Source: an optimization exercise on an open RTL-to-GDS flow (aim: small area, a short achievable clock period and few clock cycles). Production flows keep margins and buffers that such runs may drop. At most, simulation tests tie the RTL to the original design; equivalence was not proved. No activity file was given, so power comes from the tool's default toggle rates.

==> flow/design.v (excerpt) <==
module obd_rx (
    input  wire        clk,
    input  wire        rst,
    input  wire        start,
    input  wire [1:0]  proto,     
    input  wire [7:0]  pid,
    input  wire [7:0]  mode,
    input  wire [7:0]  cap,       
    input  wire [17:0] per,       
    output wire        idle,
    input  wire        e_valid,
    output wire        e_ready,
    input  wire [31:0] e_time,
    input  wire        e_end,     
    output reg         o_valid,
    output reg  [7:0]  o_data,
    output reg         done,
    output reg  [7:0]  status,
    output reg  [7:0]  count,     
    output reg  [6:0]  nbytes,    
    output reg         framing    
);
==> flow/config.mk <==
export PLATFORM = sky130hd
export DESIGN_NAME = obd_rx
export DESIGN_NICKNAME = obd_rx
export VERILOG_FILES = /design/flow/design.v
export SDC_FILE = /design/flow/constraint.sdc
export NUM_CORES = 4
export LEC_CHECK = 0
export ABC_AREA = 1
export CAP_MARGIN = 20
export CORE_MARGIN = 2
export CORE_UTILIZATION = 70
export CTS_BUF_LIST = sky130_fd_sc_hd__clkbuf_4 sky130_fd_sc_hd__clkbuf_8
export CTS_CLUSTER_SIZE = 30
export SLEW_MARGIN = 20
==> flow/constraint.sdc <==
create_clock -name core_clock -period 10.0 [get_ports {clk}]
set_input_delay 2.0000 -clock core_clock [delete_from_list [all_inputs] [get_ports {clk}]]
set_output_delay 2.0000 -clock core_clock [all_outputs]
set_load 0.01 [all_outputs]
standard.sh (not shown) runs the stock make flow with config.mk's settings and CLKGATE_MAP_FILE= SYNTH_SCRIPT=/design/flow/synth_recipe.tcl, a recipe that flattens the netlist after the stock synthesis.
==> flow/flow/run.sh <==
#!/bin/bash
# Standard layout, with timing repair aiming below the clock period and
# small port buffers (the repair upsizes those that need it).
export SETUP_SLACK_MARGIN=6.5
export BUFFER_PORTS_ARGS="-buffer_cell sky130_fd_sc_hd__buf_1"
bash standard.sh > standard.log 2>&1
The starting point finished with timing, DRC and antenna clean.
Next try:
--- a/flow/flow/run.sh
+++ b/flow/flow/run.sh
@@ -4,3 +4,3 @@
 export SETUP_SLACK_MARGIN=6.5
-export BUFFER_PORTS_ARGS="-buffer_cell sky130_fd_sc_hd__buf_1"
+export BUFFER_PORTS_ARGS="-buffer_cell sky130_fd_sc_hd__buf_2"
 bash standard.sh > standard.log 2>&1
--- a/flow/config.mk
+++ b/flow/config.mk
@@ -10,5 +10,5 @@
 export CORE_MARGIN = 2
-export CORE_UTILIZATION = 70
-export CTS_BUF_LIST = sky130_fd_sc_hd__clkbuf_4 sky130_fd_sc_hd__clkbuf_8
-export CTS_CLUSTER_SIZE = 30
+export CORE_UTILIZATION = 60
+export CTS_BUF_LIST = sky130_fd_sc_hd__clkbuf_8
 export SLEW_MARGIN = 20
+export TNS_END_PERCENT = 5
=>
- synthesized cell count does not change
- combinational power shrinks by about 7%
- via count came out lower by 4.4%
Function was not checked in any run of this note: the RTL went through the layout flow alone.

---

obd_rx, a different RTL version from the one above (not shown whole).
Size: ~120 I/O pins.
export LEC_CHECK = 0
export ABC_AREA = 1
export CAP_MARGIN = 20
export CORE_MARGIN = 2
export CORE_UTILIZATION = 70
export CTS_BUF_LIST = sky130_fd_sc_hd__clkbuf_16
export CTS_CLUSTER_DIAMETER = 80
export CTS_CLUSTER_SIZE = 30
export SLEW_MARGIN = 20
create_clock -name core_clock -period 10.0 [get_ports {clk}]
==> flow/flow/run.sh <==
#!/bin/bash
# Standard layout, with timing repair aiming below the clock period and
# small port buffers (the repair upsizes those that need it).
export SETUP_SLACK_MARGIN=6.5
export BUFFER_PORTS_ARGS="-buffer_cell sky130_fd_sc_hd__buf_2"
bash standard.sh > standard.log 2>&1
The baseline went through all stages and came out clean.
Testbench counts at the start, summed over its fixed seeds: cycles 18,436.
Edit:
CORE_UTILIZATION = 60   (was 70)
CTS_BUF_LIST = sky130_fd_sc_hd__clkbuf_8   (was sky130_fd_sc_hd__clkbuf_16)
CTS_CLUSTER_DIAMETER = default   (was 80)
CTS_CLUSTER_SIZE = default   (was 30)
Result:
- The new run passed the timing, design-rule and antenna checks
- global-route usage goes down by 4.1 points
- critical path depth goes up by 2
- worst setup slack improves by 0.030 ns
- count of clock-buffer cells in the layout goes up by 46
- die area goes up by 16%
- synthesized cell count stays the same

---

run 1:
Another version of the RTL of obd_rx (not shown whole).
For scale: roughly 2,700 cells after synthesis, ~340 flip-flops, about 120 I/O pins, about 23,000 sq um of cells after synthesis.
export LEC_CHECK = 0
export ABC_AREA = 1
export CAP_MARGIN = 20
export CORE_MARGIN = 2
export CORE_UTILIZATION = 60
export CTS_BUF_LIST = sky130_fd_sc_hd__clkbuf_8
export SLEW_MARGIN = 20
create_clock -name core_clock -period 10.0 [get_ports {clk}]
==> flow/flow/run.sh <==
#!/bin/bash
# Standard layout, with timing repair aiming below the clock period and
# small port buffers (the repair upsizes those that need it).
export SETUP_SLACK_MARGIN=6.6
export BUFFER_PORTS_ARGS="-buffer_cell sky130_fd_sc_hd__buf_2"
bash standard.sh > standard.log 2>&1
Testbench counts of run 1, summed over its fixed seeds: cycles 18,436.
What run 2 does differently from run 1 at the input level:
- swapping sky130_fd_sc_hd__clkbuf_8 for sky130_fd_sc_hd__clkbuf_16 in CTS_BUF_LIST
- swapping 60 for 70 in CORE_UTILIZATION
- putting CTS_CLUSTER_SIZE at 30 where nothing was set
- putting CTS_CLUSTER_DIAMETER at 80 where nothing was set
--- a/flow/flow/run.sh
+++ b/flow/flow/run.sh
@@ -4,2 +4,2 @@
-export SETUP_SLACK_MARGIN=6.6
-export BUFFER_PORTS_ARGS="-buffer_cell sky130_fd_sc_hd__buf_2"
+export SETUP_SLACK_MARGIN=6.5
+export BUFFER_PORTS_ARGS="-buffer_cell sky130_fd_sc_hd__buf_1"
Results
| fraction of area in registers | lower: run 1 |
Compared run 2 vs run 1, and final standard cell area without fillers is down in run 2.
Summary: with run 1 as the reference, via count in run 2 moved up slightly.
As far as number of ports placed on the die boundary is concerned, run 1 and run 2 perform about the same.
Met2 global-route usage: run 2 vs run 1 up 4.8 points
As far as hold buffer count at CTS goes, run 2 and run 1 are indistinguishable; the numbers are identical.
Of run 2 and run 1, it is run 2 that has the lower critical path depth.
In the flow results for run 1 and run 2, the relative contribution of the clock network to total power is smaller on run 2.
Modified inputs, run 3 compared to run 2
- CORE_UTILIZATION changed from 70 to 60
- CTS_BUF_LIST changed from sky130_fd_sc_hd__clkbuf_16 to sky130_fd_sc_hd__clkbuf_8
- CTS_CLUSTER_SIZE removed (was 30)
- CTS_CLUSTER_DIAMETER removed (was 80)
--- a/flow/flow/run.sh
+++ b/flow/flow/run.sh
@@ -4,2 +4,2 @@
-export SETUP_SLACK_MARGIN=6.5
-export BUFFER_PORTS_ARGS="-buffer_cell sky130_fd_sc_hd__buf_1"
+export SETUP_SLACK_MARGIN=6.3
+export BUFFER_PORTS_ARGS="-buffer_cell sky130_fd_sc_hd__buf_2"
Notes after the runs:
Run 3: full flow OK, the timing, design-rule and antenna checks passed. | critical path arrival | run 3 vs run 2 | 0.13 ns higher |. The run with more setup slack is run 2; run 3 has less. On number of fill cells: between run 3 and run 2, it ends up lower for run 2. The timing startpoint of the critical path comes out e_time[16] in one run and e_time[0] in the other, namely in run 2 and run 3 respectively.

-- what the ideal ports hide --
The flow's constraints put no driver on any port. The routed layouts listed below were extracted and timed again, unchanged, in two steps.
Step 1 sets driving cells, clkbuf_16 on the clock port and buf_2 on the other inputs (assumed; they add their load-dependent delay and slew).
Step 2 moves the port delays by t, midway between the first and last clock arrival at a register: inputs arrive t later, outputs are due t later. That takes back most of the time a late clock gives input paths.
Slacks: ideal ports / drivers / drivers and shift; pairs: ideal ports / drivers.
run | t (ns) | setup slack, ns | worst setup path at the end | clock arrival spread, ns
the first run of note 1 | 0.666 | 6.342 / 6.366 / 5.700 | input to register | 0.034 / 0.034
the second run of note 1 | 0.732 | 6.441 / 6.462 / 5.730 | input to register | 0.037 / 0.037
the first run of note 2 | 0.587 | 6.520 / 6.542 / 5.955 | input to register | 0.044 / 0.044
the second run of note 2 | 0.703 | 6.550 / 6.580 / 5.878 | input to register | 0.039 / 0.039
run 1 | 0.718 | 6.608 / 6.608 / 5.929 | input to register | 0.045 / 0.045
run 2 | 0.601 | 6.443 / 6.480 / 5.878 | input to register | 0.029 / 0.029
run 3 | 0.715 | 6.369 / 6.403 / 5.688 | input to register | 0.020 / 0.020
After both steps setup and hold are still met in every run listed. The setup slack of the second run of note 1, which loses most, moves by +0.021 ns with the drivers and by -0.711 ns with both steps.
